Context: an optimization exercise on an open-source flow, tuned for small area, a short achievable clock period and few clock cycles. The choices shown serve that exercise and are no tape-out recipe.
The RTL was checked by simulation tests, not by an equivalence proof against the original design.

## flow/design.v (module list and top-level ports; edited modules follow where they fit)
// module fadd_p1: 34 lines
// module fadd_p2: 12 lines
// module clz28: 8 lines
// module fadd_p3: 25 lines
// module fadd_p3h: 26 lines
// module fadd_q1: 45 lines
// module fadd_q2: 18 lines
// module fadd_q3: 24 lines
// module fadd3: 23 lines
// module faddq: 7 lines
// module faddqh: 7 lines
// module fadd: 6 lines
// module clz24: 8 lines
// module ctz24: 8 lines
// module fmul_t: 37 lines
// module fmul_s: 24 lines
// module fmul_r: 25 lines
// module fmul3: 26 lines
// module fmul: 7 lines
// module add_ks: 38 lines
// module fdiv_pre: 32 lines
// module fdiv_iter: 33 lines
// module fdiv_post1: 32 lines
// module fdiv_post2: 27 lines
// module fdiv: 8 lines
// module mul24_csa: 1123 lines
// module pipe: 15 lines
// module fp_lt: 12 lines
// module fp_clamp: 11 lines
// module pid_engine: 425 lines
module pid_engine (
    input  wire        clk,
    input  wire        rst,           
    input  wire        in_valid,
    output wire        in_ready,
    input  wire [31:0] in_word,       
    input  wire [31:0] in_a,          
    input  wire [31:0] in_b,          
    input  wire [31:0] in_c,          
    input  wire [31:0] in_d,          
    input  wire [31:0] in_e,          
    input  wire [31:0] in_f,          
    output reg         out_valid,
    output reg  [1:0]  out_status,    
    output reg  [31:0] out_result     
);
  // ...
==> flow/run.sh <==
#!/bin/bash
# synth_recipe.tcl (not shown) runs the flow's synth.tcl, then flattens the netlist and writes it again
# the make line also repeats each setting of config.mk as NAME=value (left out here)
make -C /OpenROAD-flow-scripts/flow DESIGN_CONFIG=/design/flow/config.mk WORK_HOME=/design/flow/orfs CLKGATE_MAP_FILE= SYNTH_SCRIPT=/design/flow/synth_recipe.tcl finish
==> flow/config.mk <==
export PLATFORM = sky130hd
export DESIGN_NAME = pid_engine
export DESIGN_NICKNAME = pid_engine
export VERILOG_FILES = /design/flow/design.v
export SDC_FILE = /design/flow/constraint.sdc
export NUM_CORES = 4
export LEC_CHECK = 0
export ABC_CLOCK_PERIOD_IN_PS = 7000
export CAP_MARGIN = 70
export CORE_MARGIN = 2
export CORE_UTILIZATION = 55
export SLEW_MARGIN = 70
==> flow/constraint.sdc <==
create_clock -name core_clock -period 20.0 [get_ports {clk}]
set_input_delay 4.0000 -clock core_clock [delete_from_list [all_inputs] [get_ports {clk}]]
set_output_delay 4.0000 -clock core_clock [all_outputs]
set_load 0.01 [all_outputs]
==> summary.txt, run 1 <==
WHS Path Cells: 0
Post-Place Worst Slack: 13.38 ns
Share of the synthesized area in the top cell type: 24.56%
Syn Area/Cell: 10.42 sq um
Outcome: timing/DRC/antenna clean
Post-synth cell types: 108
Seq cells: 7421
Max H-tree Level: 6
Hold_sp: p_sep.sr[4]$_DFF_P_
Tap cells: 9607
Top delay family on crit path: buffers and inverters
MaxCap Viol Count: 0
Die Height: 858.2 um
Clock buffer depth: 4
M1 WL: 516500 um
Row count: 313
Complex-gate fraction of the synthesized area: 12.56%
Skew-Pair Late Insertion Delay: 1.18 ns
Max Used Layer: met5
Critical Path RT: 16.00 ns
Most common cell after layout, fill and taps aside: dfxtp_1
Post-DP HPWL: 961200 um
Sequential share of the synthesized area: 43.25%
Critical Path Sink: in_ready
GRT overflow: 0
Vias/cell: 6.092
Fillers: 58496
Crit share post-route: 33.06%
Testbench counts, summed over its fixed seeds: cycles 8,948.
==> module fmul3, before the edit <==
module fmul3 (
    input  wire        clk,
    input  wire [31:0] a,
    input  wire [31:0] b,
    output reg  [31:0] y
);
    wire [47:0] ps, pc; wire signed [10:0] k, l0; wire [5:0] tz; wire s; wire [1:0] spc;
    fmul_t u1 (.a(a), .b(b), .ps(ps), .pc(pc), .k(k), .l0(l0), .tz(tz), .sign(s), .spc(spc));
    reg  [47:0] r1_ps, r1_pc; reg signed [10:0] r1_k, r1_l0; reg [5:0] r1_tz; reg r1_s; reg [1:0] r1_spc;
    always @(posedge clk) begin
        r1_ps <= ps; r1_pc <= pc; r1_k <= k; r1_l0 <= l0; r1_tz <= tz;
        r1_s <= s; r1_spc <= spc;
    end
    wire [25:0] sh0; wire madj, st0, st1; wire signed [11:0] kl;
    fmul_s u2 (.ps(r1_ps), .pc(r1_pc), .k(r1_k), .l0(r1_l0), .tz(r1_tz), .sh0(sh0), .mayadj(madj), .kl(kl),
               .st0(st0), .st1(st1));
    reg  [25:0] r2_sh0; reg r2_madj, r2_st0, r2_st1, r2_s; reg signed [11:0] r2_kl; reg [1:0] r2_spc;
    always @(posedge clk) begin
        r2_sh0 <= sh0; r2_madj <= madj; r2_kl <= kl; r2_st0 <= st0; r2_st1 <= st1;
        r2_s <= r1_s; r2_spc <= r1_spc;
    end
    wire [31:0] yy;
    fmul_r u3 (.sh0(r2_sh0), .mayadj(r2_madj), .kl(r2_kl), .st0(r2_st0), .st1(r2_st1), .sign(r2_s),
               .spc(r2_spc), .y(yy));
    always @(posedge clk) y <= yy;
endmodule
==> module pid_engine, before the edit <==
module pid_engine (
    input  wire        clk,
    input  wire        rst,           
    input  wire        in_valid,
    output wire        in_ready,
    input  wire [31:0] in_word,       
    input  wire [31:0] in_a,          
    input  wire [31:0] in_b,          
    input  wire [31:0] in_c,          
    input  wire [31:0] in_d,          
    input  wire [31:0] in_e,          
    input  wire [31:0] in_f,          
    output reg         out_valid,
    output reg  [1:0]  out_status,    
    output reg  [31:0] out_result     
);
    localparam N = 7;
    localparam [1:0] ST_OK = 2'd0, ST_FAULT = 2'd2, ST_HALTED = 2'd3;
    localparam [3:0] C_ILLEGAL_OP = 4'd1, C_BAD_ID = 4'd2, C_PARAMS_UNINIT = 4'd4,
                     C_NAN_OPERAND = 4'd5, C_DT_NONPOSITIVE = 4'd6, C_NAN_RESULT = 4'd8;
    localparam L = 29;                
    function is_nan(input [31:0] x);
        is_nan = (x[30:23] == 8'hFF) && (x[22:0] != 23'd0);
    endfunction
    function [31:0] sat_limit(input [31:0] x);
        sat_limit = (x[31] && (x[30:0] != 31'd0)) ? 32'd0 : x;
    endfunction
    function [N:1] dec7(input [2:0] i);
        integer j;
        for (j = 1; j <= N; j = j + 1) dec7[j] = (i == j);
    endfunction
    function [31:0] sel7(input [N:1] oh, input [32*N-1:0] w);
        integer j;
        begin
            sel7 = 32'd0;
            for (j = 1; j <= N; j = j + 1)
                sel7 = sel7 | (w[32*(j-1) +: 32] & {32{oh[j]}});
        end
    endfunction
    reg [31:0] kp   [1:N];
    reg [31:0] ki   [1:N];
    reg [31:0] kd   [1:N];
    reg [31:0] ilim [1:N];
    reg [31:0] olim [1:N];
    reg [31:0] sthr [1:N];
    reg [N:1]  sep_en;
    reg [N:1]  dmeas;
    reg [N:1]  pvalid;
    reg [31:0] integ  [1:N];
    reg [31:0] lerr   [1:N];
    reg [31:0] lfb    [1:N];
    reg [N:1]  zl;                    
    reg [N:1]  zi;                    
    reg        halt;
    wire [32*N-1:0] f_kp, f_ki, f_kd, f_ilim, f_olim, f_sthr, f_integ, f_lerr, f_lfb;
    genvar g;
    generate
        for (g = 1; g <= N; g = g + 1) begin : flat
            assign f_kp[32*(g-1) +: 32]    = kp[g];
            assign f_ki[32*(g-1) +: 32]    = ki[g];
            assign f_kd[32*(g-1) +: 32]    = kd[g];
            assign f_ilim[32*(g-1) +: 32]  = ilim[g];
            assign f_olim[32*(g-1) +: 32]  = olim[g];
            assign f_sthr[32*(g-1) +: 32]  = sthr[g];
            assign f_integ[32*(g-1) +: 32] = integ[g];
            assign f_lerr[32*(g-1) +: 32]  = lerr[g];
            assign f_lfb[32*(g-1) +: 32]   = lfb[g];
        end
    endgenerate
    reg        b_v;
    reg [31:0] b_a, b_b, b_c, b_d, b_e, b_f;
    reg        b_pid, b_prst, b_wrp, b_idok, b_aux0, b_aux1;
    reg [N:1]  b_oh;
    reg [2:0]  b_idx;
    reg        hz;                    
    wire [7:0]  i_opc = in_word[31:24];
    wire [7:0]  i_id  = in_word[23:16];
    wire [15:0] i_aux = in_word[15:0];
    wire        i_pid  = (i_opc == 8'h20) && (i_aux == 16'd0);
    wire        i_prst = (i_opc == 8'h21) && (i_aux == 16'd0);
    wire        i_wrp  = (i_opc == 8'h40) && (i_aux[15:2] == 14'd0);
    wire        i_idok = (i_id >= 8'd1) && (i_id <= N);
    wire [N:1]  i_oh;
    generate
        for (g = 1; g <= N; g = g + 1) begin : dec
            assign i_oh[g] = (i_id == g);
        end
    endgenerate
    wire issue    = b_v && !hz;
    assign in_ready = !b_v || !hz;
    wire accept   = in_valid && in_ready;
    wire b_pnan  = is_nan(b_a) || is_nan(b_b) || is_nan(b_c);
    wire b_wnan  = is_nan(b_d) || is_nan(b_e) || is_nan(b_f);
    wire b_dtle0 = (b_c[30:0] == 31'd0) || b_c[31];
    reg  [3:0] cause;
    always @(*) begin
        cause = 4'd0;
        if (!(b_pid || b_prst || b_wrp))
            cause = C_ILLEGAL_OP;
        else if (!b_idok)
            cause = C_BAD_ID;
        else if (b_pid && !(|(pvalid & b_oh)))
            cause = C_PARAMS_UNINIT;
        else if ((b_pid && b_pnan) || (b_wrp && (b_pnan || b_wnan)))
            cause = C_NAN_OPERAND;
        else if (b_pid && b_dtle0)
            cause = C_DT_NONPOSITIVE;
    end
    reg [L:2]  sv;                    
    reg [L:2]  sisp;                  
    reg [L:2]  spid;                  
    reg [2:0]  sid  [2:L];            
    reg [13:2] skill;                 
    reg [N:1]  soh  [2:13];            
    reg [3:0]  scz  [2:L];            
    wire        b_pidok = b_pid && b_idok;
    wire        do_wrp  = issue && b_wrp && b_idok;
    wire        do_prst = issue && b_prst && b_idok;
    integer k;
    reg [N:1] hA, hW, hP;
    always @(*) begin
        hW = (issue && b_pidok) ? b_oh : {N{1'b0}};
        hA = hW;
        for (k = 2; k <= 4; k = k + 1)
            if (sv[k] && spid[k]) hA = hA | soh[k];
        hP = hA;
        for (k = 5; k <= 7; k = k + 1)
            if (sv[k] && spid[k]) hP = hP | soh[k];
    end
    wire pend_busy_n;
    wire n_pid  = in_ready ? i_pid  : b_pid;
    wire n_prst = in_ready ? i_prst : b_prst;
    wire n_wrp  = in_ready ? i_wrp  : b_wrp;
    wire [N:1] n_oh = in_ready ? i_oh : b_oh;
    wire hz_n = (n_pid && |(hA & n_oh)) || (n_wrp && (pend_busy_n || |(hW & n_oh))) || (n_prst && |(hP & n_oh));
    always @(posedge clk) begin
        if (rst) begin
            b_v <= 1'b0;
            hz  <= 1'b0;
        end else begin
            b_v <= accept || (b_v && !issue);
            hz  <= hz_n;
        end
        if (in_ready) begin
            b_a <= in_a; b_b <= in_b; b_c <= in_c; b_d <= in_d; b_e <= in_e; b_f <= in_f;
            b_pid <= i_pid; b_prst <= i_prst; b_wrp <= i_wrp; b_idok <= i_idok;
            b_aux0 <= i_aux[0]; b_aux1 <= i_aux[1]; b_oh <= i_oh; b_idx <= i_id[2:0];
        end
    end
    always @(posedge clk) begin
        if (rst) sv <= 0;
        else     sv <= {sv[L-1:2], issue};
        sisp <= {sisp[L-1:2], b_pid};
        spid <= {spid[L-1:2], b_pidok};
        sid[2] <= b_idx;
        for (k = 3; k <= L; k = k + 1) sid[k] <= sid[k-1];
        soh[2] <= b_oh;
        for (k = 3; k <= 13; k = k + 1) soh[k] <= soh[k-1];
        scz[2] <= cause;
        for (k = 3; k <= L; k = k + 1) scz[k] <= scz[k-1];
        skill[2] <= 1'b0;
        for (k = 3; k <= 13; k = k + 1)
            skill[k] <= skill[k-1] || (do_prst && |(soh[k-1] & b_oh));
    end
    wire        e1_s, e1_sub, e1_rev, e1_ss; wire [7:0] e1_ex; wire [23:0] e1_mx; wire [26:0] e1_zs;
    wire [1:0]  e1_spc;
    fadd_q1 u_e1 (.a(b_a), .b({~b_b[31], b_b[30:0]}), .sign(e1_s), .ex(e1_ex), .mx(e1_mx),
                  .zs(e1_zs), .sub(e1_sub), .rev(e1_rev), .spc(e1_spc), .spc_s(e1_ss));
    reg         c2_s, c2_sub, c2_rev, c2_ss; reg [7:0] c2_ex; reg [23:0] c2_mx; reg [26:0] c2_zs; reg [1:0] c2_spc;
    reg  [31:0] c2_fb, c2_dt;
    always @(posedge clk) begin
        c2_s <= e1_s; c2_sub <= e1_sub; c2_rev <= e1_rev; c2_ss <= e1_ss; c2_ex <= e1_ex; c2_mx <= e1_mx;
        c2_zs <= e1_zs; c2_spc <= e1_spc; c2_fb <= b_b; c2_dt <= b_c;
    end
    wire [27:0] e2_r; wire [4:0] e2_sh;
    fadd_q2 u_e2 (.ex(c2_ex), .mx(c2_mx), .zs(c2_zs), .sub(c2_sub), .rev(c2_rev), .r(e2_r), .s(e2_sh));
    reg         c3_s, c3_sub, c3_ss; reg [7:0] c3_ex; reg [27:0] c3_r; reg [4:0] c3_sh; reg [1:0] c3_spc;
    reg  [31:0] c3_fb, c3_dt;
    always @(posedge clk) begin
        c3_s <= c2_s; c3_sub <= c2_sub; c3_ss <= c2_ss; c3_ex <= c2_ex; c3_r <= e2_r; c3_sh <= e2_sh;
        c3_spc <= c2_spc; c3_fb <= c2_fb; c3_dt <= c2_dt;
    end
    wire [31:0] err3;
    fadd_q3 u_e3 (.sign(c3_s), .ex(c3_ex), .r(c3_r), .s(c3_sh), .sub(c3_sub), .spc(c3_spc), .spc_s(c3_ss), .y(err3));
    wire        z3 = |(zl & soh[3]);
    wire [31:0] lerr3 = z3 ? 32'd0 : sel7(soh[3], f_lerr);
    wire [31:0] lfb3  = z3 ? 32'd0 : sel7(soh[3], f_lfb);
    wire        dm3   = |(dmeas & soh[3]);
    reg  [31:0] c4_err, c4_lerr, c4_kp, c4_sthr, c4_na, c4_nb;
    reg         c4_sp;
    always @(posedge clk) begin
        c4_err  <= err3;
        c4_lerr <= lerr3;
        c4_kp   <= sel7(soh[3], f_kp);
        c4_sthr <= sel7(soh[3], f_sthr);
        c4_sp   <= |(sep_en & soh[3]);
        c4_na   <= dm3 ? lfb3 : err3;
        c4_nb   <= dm3 ? {~c3_fb[31], c3_fb[30:0]} : {~lerr3[31], lerr3[30:0]};
    end
    wire [31:0] dt7;
    pipe #(32, 4) p_dt (.clk(clk), .d(c3_dt), .q(dt7));
    wire en_l;    
    pipe #(1, L-4) p_en (.clk(clk), .d(is_nan(c4_err)), .q(en_l));
    wire sep_lt4;
    fp_lt u_sep (.a({1'b0, c4_err[30:0]}), .b(c4_sthr), .y(sep_lt4));
    wire sep10;
    pipe #(1, 6) p_sep (.clk(clk), .d(!c4_sp || sep_lt4), .q(sep10));
    wire [31:0] m1_7, m1_17;
    fmul3 u_m1 (.clk(clk), .a(c4_kp), .b(c4_err), .y(m1_7));
    pipe #(32, 10) p_m1 (.clk(clk), .d(m1_7), .q(m1_17));
    wire [31:0] c7_half, c7_dn;
    fadd3 #(1) u_sum (.clk(clk), .a(c4_err), .b(c4_lerr), .y(c7_half));
    fadd3      u_dn  (.clk(clk), .a(c4_na),  .b(c4_nb),   .y(c7_dn));
    wire [31:0] x10;
    fmul3 u_x (.clk(clk), .a(c7_half), .b(dt7), .y(x10));
    wire [27:0] dv7_ws; wire [23:0] dv7_nb; wire signed [10:0] dv7_e; wire dv7_s; wire [1:0] dv7_spc;
    fdiv_pre u_dpre (.a(c7_dn), .b(dt7), .ws(dv7_ws), .nb(dv7_nb), .e(dv7_e), .sign(dv7_s), .spc(dv7_spc));
    reg  [27:0] dws [8:21];
    reg  [27:0] dwc [8:21];
    reg  [23:0] dnb [8:21];
    reg  signed [10:0] de [8:22];
    reg         ds  [8:22];
    reg  [1:0]  dspc [8:22];
    reg  [25:0] dqp [8:21];
    reg  [25:0] dqn [8:21];
    always @(posedge clk) begin
        dws[8] <= dv7_ws; dwc[8] <= 28'd0; dnb[8] <= dv7_nb; de[8] <= dv7_e; ds[8] <= dv7_s;
        dspc[8] <= dv7_spc; dqp[8] <= 26'd0; dqn[8] <= 26'd0;
    end
    generate
        for (g = 8; g <= 20; g = g + 1) begin : dstage
            wire [27:0] ws_o, wc_o; wire [1:0] qp_o, qn_o;
            fdiv_iter #(2) u_it (.ws_i(dws[g]), .wc_i(dwc[g]), .nb(dnb[g]),
                                 .ws_o(ws_o), .wc_o(wc_o), .qp(qp_o), .qn(qn_o));
            always @(posedge clk) begin
                dws[g+1] <= ws_o; dwc[g+1] <= wc_o; dnb[g+1] <= dnb[g]; de[g+1] <= de[g];
                ds[g+1] <= ds[g]; dspc[g+1] <= dspc[g];
                dqp[g+1] <= {dqp[g][23:0], qp_o}; dqn[g+1] <= {dqn[g][23:0], qn_o};
            end
        end
    endgenerate
    wire [25:0] q21; wire rnz21; wire [4:0] rs1_21, rs0_21;
    fdiv_post1 u_dp1 (.ws(dws[21]), .wc(dwc[21]), .nb(dnb[21]), .qp(dqp[21]), .qn(dqn[21]), .e(de[21]),
                      .q(q21), .rnz(rnz21), .rs1(rs1_21), .rs0(rs0_21));
    reg  [25:0] c22_q; reg c22_rnz; reg [4:0] c22_rs1, c22_rs0;
    always @(posedge clk) begin
        c22_q <= q21; c22_rnz <= rnz21; c22_rs1 <= rs1_21; c22_rs0 <= rs0_21;
        de[22] <= de[21]; ds[22] <= ds[21]; dspc[22] <= dspc[21];
    end
    wire [31:0] der22;
    fdiv_post2 u_dp2 (.q(c22_q), .rnz(c22_rnz), .e(de[22]), .rs1(c22_rs1), .rs0(c22_rs0), .sign(ds[22]),
                      .spc(dspc[22]), .y(der22));
    reg  [31:0] c23_der;
    always @(posedge clk) c23_der <= der22;
    reg  [31:0] c10_int;
    always @(posedge clk) c10_int <= (|(zi & soh[9])) ? 32'd0 : sel7(soh[9], f_integ);
    wire [31:0] inc10 = sep10 ? x10 : 32'h80000000;
    wire [31:0] c13_acc;
    fadd3 u_acc (.clk(clk), .a(c10_int), .b(inc10), .y(c13_acc));
    reg  [31:0] ilim13, ki14, kd23, olim29;
    always @(posedge clk) begin
        ilim13 <= sel7(soh[12], f_ilim);
        ki14   <= sel7(soh[13], f_ki);
        kd23   <= sel7(dec7(sid[22]), f_kd);
        olim29 <= sel7(dec7(sid[28]), f_olim);
    end
    wire [31:0] int13;
    fp_clamp u_cli (.x(c13_acc), .l(ilim13), .y(int13));
    reg  [31:0] c14_int;
    always @(posedge clk) c14_int <= int13;
    wire in_l;
    pipe #(1, L-13) p_in (.clk(clk), .d(is_nan(int13)), .q(in_l));
    wire [31:0] m2_17;
    fmul3 u_m2 (.clk(clk), .a(ki14), .b(c14_int), .y(m2_17));
    wire [31:0] s1_20, s1_26;
    fadd3 u_s1 (.clk(clk), .a(m1_17), .b(m2_17), .y(s1_20));
    pipe #(32, 6) p_s1 (.clk(clk), .d(s1_20), .q(s1_26));
    wire [31:0] m3_26;
    fmul3 u_m3 (.clk(clk), .a(kd23), .b(c23_der), .y(m3_26));
    wire [31:0] c29_u;
    fadd3 u_u (.clk(clk), .a(s1_26), .b(m3_26), .y(c29_u));
    wire [31:0] outL;
    fp_clamp u_clo (.x(c29_u), .l(olim29), .y(outL));
    wire nanL = en_l || in_l || is_nan(outL);
    wire [3:0] czL = scz[L];
    wire       faultL = (czL != 4'd0) || (sisp[L] && nanL);
    wire wr3 = sv[3] && spid[3];
    wire wr4 = sv[4] && spid[4];
    wire wr13 = sv[13] && spid[13] && !skill[13] && !(do_prst && |(soh[13] & b_oh));
    always @(posedge clk) begin
        for (k = 1; k <= N; k = k + 1) begin
            if (do_wrp && b_oh[k]) begin
                kp[k]     <= b_a;
                sthr[k]   <= b_f;
                sep_en[k] <= b_aux0;
                dmeas[k]  <= b_aux1;
            end
            if (il_we && il_oh[k]) ilim[k] <= il_d;
            if (ki_we && ki_oh[k]) ki[k]   <= ki_d;
            if (kd_we && kd_oh[k]) kd[k]   <= kd_d;
            if (ol_we && ol_oh[k]) olim[k] <= ol_d;
            if (wr3 && soh[3][k])
                lfb[k]  <= c3_fb;
            if (wr4 && soh[4][k])
                lerr[k] <= c4_err;
            if (wr13 && soh[13][k])
                integ[k] <= int13;
        end
    end
    localparam R_IL = 12, R_KI = 13, R_KD = 22, R_OL = 28;
    reg  [4:0] ky [1:N];
    reg  [4:0] kmin;
    always @(*) begin
        kmin = 5'd0;
        for (k = 1; k <= N; k = k + 1)
            kmin = kmin | (ky[k] & {5{b_oh[k]}});
    end
    always @(posedge clk) begin
        for (k = 1; k <= N; k = k + 1) begin
            if (rst)
                ky[k] <= 5'd31;
            else if (issue && b_pidok && b_oh[k])
                ky[k] <= 5'd2;
            else if (ky[k] >= R_OL - 1)
                ky[k] <= 5'd31;
            else
                ky[k] <= ky[k] + 5'd1;
        end
    end
    wire [4:0]  dl_il = (kmin < R_IL) ? (R_IL - kmin) : 5'd0;
    wire [4:0]  dl_ki = (kmin < R_KI) ? (R_KI - kmin) : 5'd0;
    wire [4:0]  dl_kd = (kmin < R_KD) ? (R_KD - kmin) : 5'd0;
    wire [4:0]  dl_ol = (kmin < R_OL) ? (R_OL - kmin) : 5'd0;
    reg  [N:1]  pa_oh, pb_oh;
    reg  [31:0] pa_il, pa_ki, pa_kd, pa_ol, pb_il, pb_ki, pb_kd, pb_ol;
    reg  [4:0]  ca_il, ca_ki, ca_kd, ca_ol, cb_il, cb_ki, cb_kd, cb_ol;    
    wire        a_free = (ca_il == 5'd0) && (ca_ki == 5'd0) && (ca_kd == 5'd0) && (ca_ol == 5'd0);
    wire        ld_a = do_wrp && a_free;
    wire        ld_b = do_wrp && !a_free;
    function [4:0] dly(input [4:0] dl, input [4:0] other);
        dly = (dl != 5'd0 && other == dl + 5'd1) ? dl + 5'd1 : dl;
    endfunction
    function [4:0] cnt_next(input [4:0] c, input ld, input [4:0] dl);
        cnt_next = ld ? dl : ((c != 5'd0) ? c - 5'd1 : 5'd0);
    endfunction
    wire [4:0] ca_il_n = cnt_next(ca_il, ld_a, dly(dl_il, cb_il));
    wire [4:0] ca_ki_n = cnt_next(ca_ki, ld_a, dly(dl_ki, cb_ki));
    wire [4:0] ca_kd_n = cnt_next(ca_kd, ld_a, dly(dl_kd, cb_kd));
    wire [4:0] ca_ol_n = cnt_next(ca_ol, ld_a, dly(dl_ol, cb_ol));
    wire [4:0] cb_il_n = cnt_next(cb_il, ld_b, dly(dl_il, ca_il));
    wire [4:0] cb_ki_n = cnt_next(cb_ki, ld_b, dly(dl_ki, ca_ki));
    wire [4:0] cb_kd_n = cnt_next(cb_kd, ld_b, dly(dl_kd, ca_kd));
    wire [4:0] cb_ol_n = cnt_next(cb_ol, ld_b, dly(dl_ol, ca_ol));
    wire        a_busy_n = (ca_il > 5'd1) || (ca_ki > 5'd1) || (ca_kd > 5'd1) || (ca_ol > 5'd1) || ld_a;
    wire        b_busy_n = (cb_il > 5'd1) || (cb_ki > 5'd1) || (cb_kd > 5'd1) || (cb_ol > 5'd1) || ld_b;
    wire        wr_n = (ca_il == 5'd2) || (ca_ki == 5'd2) || (ca_kd == 5'd2) || (ca_ol == 5'd2) ||
                       (cb_il == 5'd2) || (cb_ki == 5'd2) || (cb_kd == 5'd2) || (cb_ol == 5'd2) ||
                       (do_wrp && (kmin == R_IL - 1 || kmin == R_KI - 1 || kmin == R_KD - 1 || kmin == R_OL - 1));
    assign pend_busy_n = (a_busy_n && b_busy_n) || wr_n;
    wire        il_we = (do_wrp && dl_il == 5'd0) || ca_il == 5'd1 || cb_il == 5'd1;
    wire        ki_we = (do_wrp && dl_ki == 5'd0) || ca_ki == 5'd1 || cb_ki == 5'd1;
    wire        kd_we = (do_wrp && dl_kd == 5'd0) || ca_kd == 5'd1 || cb_kd == 5'd1;
    wire        ol_we = (do_wrp && dl_ol == 5'd0) || ca_ol == 5'd1 || cb_ol == 5'd1;
    wire [N:1]  il_oh = (ca_il == 5'd1) ? pa_oh : (cb_il == 5'd1) ? pb_oh : b_oh;
    wire [N:1]  ki_oh = (ca_ki == 5'd1) ? pa_oh : (cb_ki == 5'd1) ? pb_oh : b_oh;
    wire [N:1]  kd_oh = (ca_kd == 5'd1) ? pa_oh : (cb_kd == 5'd1) ? pb_oh : b_oh;
    wire [N:1]  ol_oh = (ca_ol == 5'd1) ? pa_oh : (cb_ol == 5'd1) ? pb_oh : b_oh;
    wire [31:0] il_d  = (ca_il == 5'd1) ? pa_il : (cb_il == 5'd1) ? pb_il : sat_limit(b_d);
    wire [31:0] ki_d  = (ca_ki == 5'd1) ? pa_ki : (cb_ki == 5'd1) ? pb_ki : b_b;
    wire [31:0] kd_d  = (ca_kd == 5'd1) ? pa_kd : (cb_kd == 5'd1) ? pb_kd : b_c;
    wire [31:0] ol_d  = (ca_ol == 5'd1) ? pa_ol : (cb_ol == 5'd1) ? pb_ol : sat_limit(b_e);
    always @(posedge clk) begin
        if (rst) begin
            ca_il <= 5'd0; ca_ki <= 5'd0; ca_kd <= 5'd0; ca_ol <= 5'd0;
            cb_il <= 5'd0; cb_ki <= 5'd0; cb_kd <= 5'd0; cb_ol <= 5'd0;
        end else begin
            ca_il <= ca_il_n; ca_ki <= ca_ki_n; ca_kd <= ca_kd_n; ca_ol <= ca_ol_n;
            cb_il <= cb_il_n; cb_ki <= cb_ki_n; cb_kd <= cb_kd_n; cb_ol <= cb_ol_n;
        end
        if (ld_a) begin
            pa_oh <= b_oh;
            pa_il <= sat_limit(b_d); pa_ki <= b_b; pa_kd <= b_c; pa_ol <= sat_limit(b_e);
        end
        if (ld_b) begin
            pb_oh <= b_oh;
            pb_il <= sat_limit(b_d); pb_ki <= b_b; pb_kd <= b_c; pb_ol <= sat_limit(b_e);
        end
    end
    always @(posedge clk) begin
        if (rst) begin
            pvalid <= 0;
            zl     <= {N{1'b1}};
            zi     <= {N{1'b1}};
            halt   <= 1'b0;
            out_valid  <= 1'b0;
            out_status <= 2'd0;
            out_result <= 32'd0;
        end else begin
            if (do_wrp) pvalid <= pvalid | b_oh;
            if (wr4) zl <= zl & ~soh[4];
            if (wr13) zi <= zi & ~soh[13];
            if (do_prst) begin
                zl <= (wr4 ? (zl & ~soh[4]) : zl) | b_oh;
                zi <= (wr13 ? (zi & ~soh[13]) : zi) | b_oh;
            end
            out_valid <= sv[L];
            if (sv[L]) begin
                if (halt) begin
                    out_status <= ST_HALTED;
                    out_result <= 32'd0;
                end else if (czL != 4'd0) begin
                    out_status <= ST_FAULT;
                    out_result <= {28'd0, czL};
                end else if (sisp[L] && nanL) begin
                    out_status <= ST_FAULT;
                    out_result <= {28'd0, C_NAN_RESULT};
                end else begin
                    out_status <= ST_OK;
                    out_result <= sisp[L] ? outL : 32'd0;
                end
                if (faultL) halt <= 1'b1;
            end
        end
    end
endmodule
==> run 2, diff against run 1 <==
--- a/flow/design.v
+++ b/flow/design.v
@@ -339,6 +339,7 @@
     input  wire        clk,
     input  wire [31:0] a,
     input  wire [31:0] b,
+    input  wire        keep,
     output reg  [31:0] y
 );
     wire [47:0] ps, pc; wire signed [10:0] k, l0; wire [5:0] tz; wire s; wire [1:0] spc;
@@ -359,7 +360,7 @@
     wire [31:0] yy;
     fmul_r u3 (.sh0(r2_sh0), .mayadj(r2_madj), .kl(r2_kl), .st0(r2_st0), .st1(r2_st1), .sign(r2_s),
                .spc(r2_spc), .y(yy));
-    always @(posedge clk) y <= yy;
+    always @(posedge clk) y <= keep ? yy : 32'h80000000;
 endmodule
 module fmul (input wire [31:0] a, input wire [31:0] b, output wire [31:0] y);
     wire [47:0] ps, pc; wire signed [10:0] k, l0; wire [5:0] tz; wire st0, st1, s; wire [1:0] spc;
@@ -1788,8 +1789,10 @@
         end
     endgenerate
     wire issue    = b_v && !hz;
-    assign in_ready = !b_v || !hz;
-    wire accept   = in_valid && in_ready;
+    wire rdy      = !b_v || !hz;        
+    reg  rdy_o;                         
+    assign in_ready = rdy_o;
+    wire accept   = in_valid && rdy;
     wire b_pnan  = is_nan(b_a) || is_nan(b_b) || is_nan(b_c);
     wire b_wnan  = is_nan(b_d) || is_nan(b_e) || is_nan(b_f);
     wire b_dtle0 = (b_c[30:0] == 31'd0) || b_c[31];
@@ -1829,20 +1832,22 @@
             if (sv[k] && spid[k]) hP = hP | soh[k];
     end
     wire pend_busy_n;
-    wire n_pid  = in_ready ? i_pid  : b_pid;
-    wire n_prst = in_ready ? i_prst : b_prst;
-    wire n_wrp  = in_ready ? i_wrp  : b_wrp;
-    wire [N:1] n_oh = in_ready ? i_oh : b_oh;
+    wire n_pid  = rdy ? i_pid  : b_pid;
+    wire n_prst = rdy ? i_prst : b_prst;
+    wire n_wrp  = rdy ? i_wrp  : b_wrp;
+    wire [N:1] n_oh = rdy ? i_oh : b_oh;
     wire hz_n = (n_pid && |(hA & n_oh)) || (n_wrp && (pend_busy_n || |(hW & n_oh))) || (n_prst && |(hP & n_oh));
     always @(posedge clk) begin
         if (rst) begin
             b_v <= 1'b0;
             hz  <= 1'b0;
+            rdy_o <= 1'b1;
         end else begin
             b_v <= accept || (b_v && !issue);
             hz  <= hz_n;
+            rdy_o <= !(accept || (b_v && !issue)) || !hz_n;
         end
-        if (in_ready) begin
+        if (rdy) begin
             b_a <= in_a; b_b <= in_b; b_c <= in_c; b_d <= in_d; b_e <= in_e; b_f <= in_f;
             b_pid <= i_pid; b_prst <= i_prst; b_wrp <= i_wrp; b_idok <= i_idok;
             b_aux0 <= i_aux[0]; b_aux1 <= i_aux[1]; b_oh <= i_oh; b_idx <= i_id[2:0];
@@ -1904,16 +1909,16 @@
     pipe #(1, L-4) p_en (.clk(clk), .d(is_nan(c4_err)), .q(en_l));
     wire sep_lt4;
     fp_lt u_sep (.a({1'b0, c4_err[30:0]}), .b(c4_sthr), .y(sep_lt4));
-    wire sep10;
-    pipe #(1, 6) p_sep (.clk(clk), .d(!c4_sp || sep_lt4), .q(sep10));
+    wire sep9;
+    pipe #(1, 5) p_sep (.clk(clk), .d(!c4_sp || sep_lt4), .q(sep9));
     wire [31:0] m1_7, m1_17;
-    fmul3 u_m1 (.clk(clk), .a(c4_kp), .b(c4_err), .y(m1_7));
+    fmul3 u_m1 (.clk(clk), .a(c4_kp), .b(c4_err), .keep(1'b1), .y(m1_7));
     pipe #(32, 10) p_m1 (.clk(clk), .d(m1_7), .q(m1_17));
     wire [31:0] c7_half, c7_dn;
     fadd3 #(1) u_sum (.clk(clk), .a(c4_err), .b(c4_lerr), .y(c7_half));
     fadd3      u_dn  (.clk(clk), .a(c4_na),  .b(c4_nb),   .y(c7_dn));
-    wire [31:0] x10;
-    fmul3 u_x (.clk(clk), .a(c7_half), .b(dt7), .y(x10));
+    wire [31:0] inc10;
+    fmul3 u_x (.clk(clk), .a(c7_half), .b(dt7), .keep(sep9), .y(inc10));
     wire [27:0] dv7_ws; wire [23:0] dv7_nb; wire signed [10:0] dv7_e; wire dv7_s; wire [1:0] dv7_spc;
     fdiv_pre u_dpre (.a(c7_dn), .b(dt7), .ws(dv7_ws), .nb(dv7_nb), .e(dv7_e), .sign(dv7_s), .spc(dv7_spc));
     reg  [27:0] dws [8:21];
@@ -1955,7 +1960,6 @@
     always @(posedge clk) c23_der <= der22;
     reg  [31:0] c10_int;
     always @(posedge clk) c10_int <= (|(zi & soh[9])) ? 32'd0 : sel7(soh[9], f_integ);
-    wire [31:0] inc10 = sep10 ? x10 : 32'h80000000;
     wire [31:0] c13_acc;
     fadd3 u_acc (.clk(clk), .a(c10_int), .b(inc10), .y(c13_acc));
     reg  [31:0] ilim13, ki14, kd23, olim29;
@@ -1972,12 +1976,12 @@
     wire in_l;
     pipe #(1, L-13) p_in (.clk(clk), .d(is_nan(int13)), .q(in_l));
     wire [31:0] m2_17;
-    fmul3 u_m2 (.clk(clk), .a(ki14), .b(c14_int), .y(m2_17));
+    fmul3 u_m2 (.clk(clk), .a(ki14), .b(c14_int), .keep(1'b1), .y(m2_17));
     wire [31:0] s1_20, s1_26;
     fadd3 u_s1 (.clk(clk), .a(m1_17), .b(m2_17), .y(s1_20));
     pipe #(32, 6) p_s1 (.clk(clk), .d(s1_20), .q(s1_26));
     wire [31:0] m3_26;
-    fmul3 u_m3 (.clk(clk), .a(kd23), .b(c23_der), .y(m3_26));
+    fmul3 u_m3 (.clk(clk), .a(kd23), .b(c23_der), .keep(1'b1), .y(m3_26));
     wire [31:0] c29_u;
     fadd3 u_u (.clk(clk), .a(s1_26), .b(m3_26), .y(c29_u));
     wire [31:0] outL;
==> run 2 against run 1 <==
Synthesized cell count is 0.14% lower; still clean on timing, DRC and antenna; die area hardly changed; maximum frequency is 5.7% higher; first-iteration DRC count is 2.7% higher; highest routed layer unchanged; critical path depth is 19 higher; worst hold slack worse by 0.0010 ns; count of clock-buffer cells in the layout is 16 lower.
==> summary.txt, run 2 <==
Outcome: timing/DRC/antenna clean
Residual DRC: 0
Top-count cell post-synth: dfxtp_1
GRT overflow: 0 (unchanged)
Most common cell after layout, fill and taps aside: dfxtp_1
CP Launch Type: flip-flop
First-pass GRT wire length: 1918000 um
WHS Path Cells: 0 (unchanged)
Yosys warning count: 64
Util after Layout: 62.74%
Initial Utilization: 55.23%
Core area: 0.7269 sq mm
Max Freq: 159.9 MHz
Area of the multi-input gates: 0.2166 sq mm
Worst-margin pin slew: 0.5378 ns
#FFs+latches synth: 7421
Vias in the first global route: 294867
Slowest-stage cell, CP: or4_1
Layout Nets: 42890
Row count: 313 (unchanged)
Slew Limit Fails: 0
Number of flip-flops in the largest register: 376
Async set or reset register ratio after synthesis: 0%
IO Count: 263
Root cell of the clock tree: clkbuf_16
Hold-fix buffers, CTS: 0
Initial antenna violation count: 99
Via count: 298155
Critical Path RT: 21.11 ns (+5.11 ns)
Die width: 858.3 um
Crit-path cells: or4_1 -> nor2_1 -> nor2_1 -> inv_1 -> ha_1 -> inv_1 -> fa_1 -> a21o_1 -> a21oi_2 -> o221ai_4 -> buf_8 -> buf_12 -> or4_1 -> a211o_2 -> a22oi_1 -> buf_4 -> and2_1 -> buf_4 -> o21ai_0 -> mux2_2 -> a21oi_1 -> o221a_2
Most frequent cells in the layout: 4712 x dfxtp_1, 3131 x inv_1, 2708 x nand2_1
MaxCap Viol Count: 0 (unchanged)
Post-Syn Area: 0.4014 sq mm
Register Area: 0.1739 sq mm
Post-route cell area: 0.4560 sq mm
RSZ-0062 raised after global routing: no
Top flop regs: dws: 376 flops, dnb: 336 flops, dwc: 325 flops
Crit share post-route: 31.27% (-1.8 points)
Syn Area/Cell: 10.43 sq um (+0.18%)
Clock sinks: 7421
Kind of critical path: flip-flop to flip-flop
Fillers: 58382 (-0.19%)
Worst Path Arrival: 7.37 ns
Setup ws final: 13.75 ns
Final TNS setup: 0 ns
Post-CTS setup repair buffer count: 0
Post-synthesis cell count: 38471
Post-Place Worst Slack: 13.23 ns (-0.1581 ns)
Die Height: 858.3 um (about the same)
Hold_sp: p_s1.sr[34]$_DFF_P_
Post-synth cell types: 109 (+0.93%)
Initial DRT Pass Iterations: 10
Slew headroom: 63.77%
Clk_skew: 0.07955 ns
Clock buffer depth: 4 (unchanged)
Worst min path class: flip-flop to flip-flop
R2R Path End: c2_zs[2]$_DFF_P_
TritonCTS Buffers: 750
Area delta synth->final: 13.60%
Skew-Pair Late Insertion Delay: 1.20 ns (+0.02 ns)
Cell count of the worst reg-to-reg path: 22
Top reg by flops: dws
R2R Setup Slk: 13.75 ns
Fin. Hold Viols: 0
Vias/cell: 6.084 (-0.12%)
WL per Instance: 26.42 um
Placed inst area: 0.4270 sq mm
Hold Path End: p_s1.sr[66]$_DFF_P_
Post-CTS sizing: 0
EDFF count, synth: 2498
Die area: 0.7367 sq mm
GRT Resource Usage Total: 34.24%
Share of layout cells above drive strength 1: 12.39%
Highest cell delay on the worst timing path: 0.55 ns
CTS tree: done
Area leader, netlist: dfxtp_1
R2R Path Start: b_b[23]$_DFFE_PN_
Setup violation total in the final timing report: 0
Sequential share of the synthesized area: 43.24% (about the same)
Top cells by area, synth: dfxtp_1 25%, edfxtp_1 19%, fa_1 13%
Wirelength, routed: 1295000 um
Routability cong.: 0.9875
Ys flop type: dfxtp_1
Post-DP HPWL: 955700 um (-0.58%)
Synth cell count leaders: 4923 x dfxtp_1, 3180 x inv_1, 2763 x nor2_1
Max H-tree Level: 6 (unchanged)
Clock transition at path regs: 0.07 ns
Worst Path Max Fanout: 29
IO Port Bufs: 262
Share of the synthesized area in the top cell type: 24.55% (about the same)
Mapped Nets: 42764
1st-iter DRT viols: 30261
Critical Path Sink Type: flip-flop
Largest net degree at the start of global routing: 83
Minimum clock period: 6.254 ns
Antenna viol nets, final: 0
## run 2: worst max-delay path by stage
stage                              from                    to  slack, ns
floorplan           ca_ol[2]$_SDFF_PP0_    pa_il[0]$_DFFE_PP_      13.72
global placement            in_word[21]      rdy_o$_SDFF_PP1_      13.11
detailed placement          in_word[21]      rdy_o$_SDFF_PP1_      13.23
CTS                   b_b[23]$_DFFE_PN_      c2_zs[2]$_DFF_P_      13.74
global route          b_b[24]$_DFFE_PN_  c2_zs[13]$_SDFF_PN0_      13.42
finish                b_b[23]$_DFFE_PN_      c2_zs[2]$_DFF_P_      13.75
## run 2: cell families (layout without fill, tap and decap cells)
group / after synthesis / after routing / synth area share (%)
and+or+nand+nor: 10614 / 10614 / 12.88
xor gates and xnor gates: 1520 / 1520 / 3.318
DFF: 7421 / 7421 / 43.24
adders and majority gates: 4069 / 4069 / 17.55
AOI/OAI and AO/OA: 7849 / 7849 / 12.72
buffers and inverters: 5258 / 6038 / 4.952
muxes: 1740 / 1740 / 5.349
other: 0 / 146 / 0
## run 2: critical path, delay by kind of cell (launching register included)
family,cells,cell delay (ns)
compound gates,8,2.05
fa+ha+maj,2,0.57
buf+inv,6,1.11
flops,1,0.52
mux,1,0.31
simple gates,5,1.61
## run 2: area by class of cell
cell class                      instances  share of cell area, %
Sequential cell                      7421                  38.14
Tap cell                             9607                  2.636
Antenna cell                          146                0.08012
Clock inverter                        386                 0.9899
Timing Repair Buffer                 1387                  3.304
Multi-Input combinational cell      25792                  47.51
Inverter                             3245                  2.701
Clock buffer                         1020                  4.638
## run 2: stage by stage
step / hold slack, ns / instances
finish: 0.2809 / 49004
global route: 0.2711 / 48977
CTS: 0.2532 / 48793
detailed placement: 0.3121 / 47387
global placement: 0.3096 / 46976
floorplan: 0.3096 / 38471
## run 2: routing by layer
metal	part of all wire (%)	vias up	global-route usage, %	wire length [um]
met4	6.7	14	18.69	87140
met2	45	13094	53.98	582500
met5	0.0061	-	0	79
li1	-	134091	-	-
met3	7.7	3043	4.977	99330
met1	41	147913	45.87	525600
Testbench counts of run 2, summed over its fixed seeds: cycles 8,948.

## separate check: timing with driven ports
How much do the figures lean on ideal ports? The routed layouts below were timed once more, with nothing changed but the port constraints.
Step 1: set_driving_cell puts a clkbuf_16 on clk and a buf_2 on each other input, an assumption about the parent block.
Step 2 also shifts input and output timing later by t, the mid clock arrival at the registers, as if the neighbouring blocks saw the same clock.
Slacks: ideal ports / drivers / drivers and shift; pairs: ideal ports / drivers.
| run | t (ns) | slack for setup (ns) | hold slack, ns | worst register clock-pin slew, ns | worst data-port slew with drivers (ns) |
|---|---|---|---|---|---|
| run 1 | 1.276 | 13.387 / 13.226 / 13.373 | 0.282 / 0.282 / 0.282 | 0.08 / 0.08 | 0.16 |
| run 2 | 1.319 | 13.746 / 13.691 / 13.095 | 0.281 / 0.281 / 0.281 | 0.08 / 0.08 | 0.15 |
After both steps setup and hold are still met in every run listed. For run 2, which loses most, drivers alone change the setup slack by -0.055 ns; drivers and shift together by -0.651 ns.
